What follows belongs to an exercise in optimizing a design on an open flow for small area; a production flow would make more cautious choices.
RTL that was checked went through simulation tests only; none was proved equivalent to the original.
No activity file was given, so power comes from the tool's default toggle rates.

## main
==> flow/design.v <==
module eeprom93c86_ctrl (
    input  wire        clk,
    input  wire        rst,           
    input  wire        host_we,
    input  wire [2:0]  host_addr,
    input  wire [31:0] host_wdata,
    output reg  [31:0] host_rdata,
    output reg         ee_cs,
    output reg         ee_clk,
    output reg         ee_di,
    output reg         ee_cs_oe,
    output reg         ee_clk_oe,
    output reg         ee_di_oe,
    input  wire        ee_do,
    output wire [31:0] pinmap
);
    reg [15:0] addr_reg;
    reg [15:0] data_reg;
    reg [7:0]  result_reg;
    reg [31:0] pinmap_reg;
    reg        st_busy, st_to, st_init, st_ovr, st_noinit, st_illop;
    reg [6:0]  c;       
    reg [4:0]  b;       
    reg [21:0] S;       
    reg        rd;      
    reg        pl;      
    assign pinmap = pinmap_reg;
    wire [2:0] op = host_wdata[2:0];
    wire accept = host_we && host_addr == 3'd0 && !st_busy && op != 3'd7;
    wire c0   = (c == 7'b0000000);
    wire c1   = (c == 7'b0000001);
    wire c50  = (c == 7'b1010110);
    wire c51  = (c == 7'b0101100);
    wire c52  = (c == 7'b1011000);
    wire c102 = (c == 7'b1011010);
    wire send     = !(b[4] && (b[3] || rd));             
    wire recv     = rd && b[4] && !b[3];                 
    wire b24      = b[4] && b[3] && !b[1] && !b[0];
    wire poll     = b[4] && b[3] && b[0];                
    wire b26      = b[4] && b[3] && b[1];                
    wire tmo      = (S[20:8] == 13'b0110110000010);      
    wire lfsr_fb  = ~(S[20] ^ S[11] ^ S[10] ^ S[8]);
    wire di_step  = st_busy && c0 && send;
    wire sh_send  = di_step;
    wire sh_recv  = st_busy && c51 && recv;
    wire sh_poll  = st_busy && c50 && poll;
    wire deselect = st_busy && ((c0 && b24 && !pl) || (c0 && poll && tmo) || b26);
    always @(*) begin
        case (host_addr)
            3'd1:    host_rdata = {16'd0, addr_reg};
            3'd2:    host_rdata = {16'd0, data_reg};
            3'd3:    host_rdata = {24'd0, result_reg};
            3'd4:    host_rdata = {26'd0, st_illop, st_noinit, st_ovr, st_init, st_to, st_busy};
            3'd5:    host_rdata = pinmap_reg;
            default: host_rdata = 32'd0;
        endcase
    end
    wire        shortc = !op[0] && op != 3'd6;           
    wire [21:0] S_load = {
        1'b1,                                            
        !op[2] && !op[0],                                
        op == 3'd2 || op == 3'd4,                        
        shortc ? addr_reg[10] : (op == 3'd1 || op == 3'd3),
        shortc ? addr_reg[9]  : (op == 3'd1 || op == 3'd5),
        addr_reg[8:0],
        (op == 3'd4 || op == 3'd5) ? data_reg[7:0] : 8'd0
    };
    wire sh_hi = !accept && (sh_send || sh_recv || sh_poll);
    wire sh_lo = !accept && (sh_send || sh_recv);
    wire ho_hi = !accept && !(sh_send || sh_recv || sh_poll);
    wire ho_lo = !accept && !(sh_send || sh_recv);
    wire [21:0] S_prev = {S[20:8], sh_poll ? lfsr_fb : S[7], S[6:0], rd && ee_do};
    wire [21:0] S_sh   = {{14{sh_hi}}, {8{sh_lo}}};
    wire [21:0] S_ho   = {{14{ho_hi}}, {8{ho_lo}}};
    always @(posedge clk) begin
        S <= ({22{accept}} & S_load) | (S_sh & S_prev) | (S_ho & S);
        if (accept) begin
            c  <= 7'b1100101;                              
            b  <= (op == 3'd0 || op == 3'd4 || op == 3'd5) ? 5'd1 : 5'd9;
            rd <= op == 3'd0;
            pl <= op[2] ^ op[1];                             
        end else begin
            if (c102 || (poll && c50) || (c0 && b24))
                c <= 7'd0;
            else
                c <= {c[5:0], ~(c[6] ^ c[5])};
            if (c102 || (c0 && (b24 || (poll && ee_do))))
                b <= b + 5'd1;
        end
    end
    always @(posedge clk) begin
        if (rst) begin
            addr_reg   <= 16'd0;
            data_reg   <= 16'd0;
            result_reg <= 8'd0;
            pinmap_reg <= 32'd0;
            st_busy    <= 1'b0;
            st_to      <= 1'b0;
            st_init    <= 1'b0;
            st_ovr     <= 1'b0;
            st_noinit  <= 1'b0;
            st_illop   <= 1'b0;
            ee_clk     <= 1'b0;
            ee_cs      <= 1'b0;
            ee_di      <= 1'b0;
            ee_cs_oe   <= 1'b0;
            ee_clk_oe  <= 1'b0;
            ee_di_oe   <= 1'b0;
        end else begin
            ee_cs_oe  <= ee_cs_oe | st_busy;
            ee_clk_oe <= ee_cs_oe;
            ee_di_oe  <= ee_clk_oe;
            if (di_step)
                ee_di <= S[21];
            if (st_busy && ((c1 && send) || (c0 && recv)))
                ee_clk <= 1'b1;
            else if (c52)
                ee_clk <= 1'b0;
            if (deselect)
                ee_cs <= 1'b0;
            else if (st_busy && c102)
                ee_cs <= 1'b1;
            if (deselect) begin
                result_reg <= S[7:0];
                st_to      <= poll;
                st_busy    <= 1'b0;
            end
            if (host_we) begin
                case (host_addr)
                    3'd0: begin
                        if (st_busy) begin
                            st_ovr <= 1'b1;
                        end else if (op == 3'd7) begin
                            st_illop <= 1'b1;
                        end else begin
                            if (!st_init) st_noinit <= 1'b1;
                            st_to   <= 1'b0;
                            st_busy <= 1'b1;
                        end
                    end
                    3'd1: addr_reg <= host_wdata[15:0];
                    3'd2: data_reg <= host_wdata[15:0];
                    3'd4: begin
                        if (host_wdata[3]) st_ovr    <= 1'b0;
                        if (host_wdata[4]) st_noinit <= 1'b0;
                        if (host_wdata[5]) st_illop  <= 1'b0;
                    end
                    3'd5: begin
                        if (st_busy) begin
                            st_ovr <= 1'b1;
                        end else begin
                            pinmap_reg <= host_wdata;
                            st_init    <= 1'b1;
                        end
                    end
                    default: ;
                endcase
            end
        end
    end
endmodule
==> flow/config.mk <==
export PLATFORM = sky130hd
export DESIGN_NAME = eeprom93c86_ctrl
export DESIGN_NICKNAME = eeprom93c86_ctrl
export VERILOG_FILES = /design/flow/design.v
export SDC_FILE = /design/flow/constraint.sdc
export NUM_CORES = 4
export LEC_CHECK = 0
export CAP_MARGIN = 20
export CORE_MARGIN = 2
export CORE_UTILIZATION = 60
export SLEW_MARGIN = 20
==> flow/constraint.sdc <==
create_clock -name core_clock -period 20.0 [get_ports {clk}]
set_input_delay 4.0000 -clock core_clock [delete_from_list [all_inputs] [get_ports {clk}]]
set_output_delay 4.0000 -clock core_clock [all_outputs]
set_load 0.01 [all_outputs]
standard.sh (not shown) runs the stock make flow with config.mk's settings and CLKGATE_MAP_FILE= SYNTH_SCRIPT=/design/flow/synth_recipe.tcl, a recipe that flattens the netlist after the stock synthesis.
==> flow/flow/run.sh <==
#!/bin/bash
# The standard layout, with two changes:
#  - ABC maps for area only (no buffering / upsizing for the 0.01 pF output load,
#    which the port buffers isolate anyway);
#  - a smaller clock tree (clkbuf_8, large sink clusters, no dummy loads);
#  - the port buffers are buf_1 instead of the default clkdlybuf4s50_1.
set -e
rm -rf scripts_local
cp -r "$FLOW_HOME/scripts" scripts_local
cp flow/abc_area.script scripts_local/abc_area.script
export SCRIPTS_DIR="$PWD/scripts_local"
export ABC_AREA=1
export CTS_ARGS="-sink_clustering_enable -sink_clustering_size 60 -sink_clustering_max_diameter 150 -buf_list sky130_fd_sc_hd__clkbuf_8 -root_buf sky130_fd_sc_hd__clkbuf_8 -dont_use_dummy_load -repair_clock_nets"
export BUFFER_PORTS_ARGS="-buffer_cell sky130_fd_sc_hd__buf_1"
bash standard.sh > standard.log 2>&1
==> flow/flow/abc_area.script <==
strash
dch -f
amap
strash
dch -f
amap
topo
dnsize -c
## Diff of input files: the feature branch against main
--- a/flow/design.v
+++ b/flow/design.v
@@ -65,18 +65,11 @@
         addr_reg[8:0],
         (op == 3'd4 || op == 3'd5) ? data_reg[7:0] : 8'd0
     };
-    wire sh_hi = !accept && (sh_send || sh_recv || sh_poll);
-    wire sh_lo = !accept && (sh_send || sh_recv);
-    wire ho_hi = !accept && !(sh_send || sh_recv || sh_poll);
-    wire ho_lo = !accept && !(sh_send || sh_recv);
-    wire [21:0] S_prev = {S[20:8], sh_poll ? lfsr_fb : S[7], S[6:0], rd && ee_do};
-    wire [21:0] S_sh   = {{14{sh_hi}}, {8{sh_lo}}};
-    wire [21:0] S_ho   = {{14{ho_hi}}, {8{ho_lo}}};
     always @(posedge clk) begin
-        S <= ({22{accept}} & S_load) | (S_sh & S_prev) | (S_ho & S);
         if (accept) begin
             c  <= 7'b1100101;                              
             b  <= (op == 3'd0 || op == 3'd4 || op == 3'd5) ? 5'd1 : 5'd9;
+            S  <= S_load;
             rd <= op == 3'd0;
             pl <= op[2] ^ op[1];                             
         end else begin
@@ -86,6 +79,14 @@
                 c <= {c[5:0], ~(c[6] ^ c[5])};
             if (c102 || (c0 && (b24 || (poll && ee_do))))
                 b <= b + 5'd1;
+            if (sh_send || sh_recv || sh_poll)
+                S[21:9] <= S[20:8];
+            if (sh_send || sh_recv)
+                S[8] <= S[7];
+            else if (sh_poll)
+                S[8] <= lfsr_fb;
+            if (sh_send || sh_recv)
+                S[7:0] <= {S[6:0], rd && ee_do};
         end
     end
     always @(posedge clk) begin
Layout overhead on the synthesized area: main and the feature branch compared, lower one is the feature branch
~same clock distribution power in main and the feature branch
Cmp the feature branch vs main: tightest hold margin lower in the feature branch
| area fraction in compound gates after synthesis | the feature branch vs main | 1.7 points lower |
Required arrival time at the worst endpoint of the feature branch is on par with main.
For the feature branch, only the layout was checked, not whether the RTL still works.

port drivers added, routing unchanged:
In the flow no input, the clock included, has a driving cell. The finished layouts below were timed again as built, in two steps.
Step 1, drivers: a clkbuf_16 drives clk and a buf_2 each remaining input, both assumed.
Step 2 also shifts input and output timing later by t, the mid clock arrival at the registers, as if the neighbouring blocks saw the same clock.
Slacks: ideal / step 1 / step 2; pairs: ideal / step 1.
| run | t (ns) | slack for setup (ns) | hold slack, ns | worst setup path at the end | worst data-port slew with drivers (ns) |
|---|---|---|---|---|---|
| main | 0.449 | 10.307 / 10.284 / 10.284 | 0.459 / 0.459 / 0.459 | input to output | 0.04 |
| the feature branch | 0.442 | 10.318 / 10.298 / 10.298 | 0.454 / 0.454 / 0.454 | input to output | 0.05 |
After both steps every run listed still meets setup and hold. The setup slack of main, which loses most, moves by -0.023 ns with the drivers and by -0.023 ns with both steps.
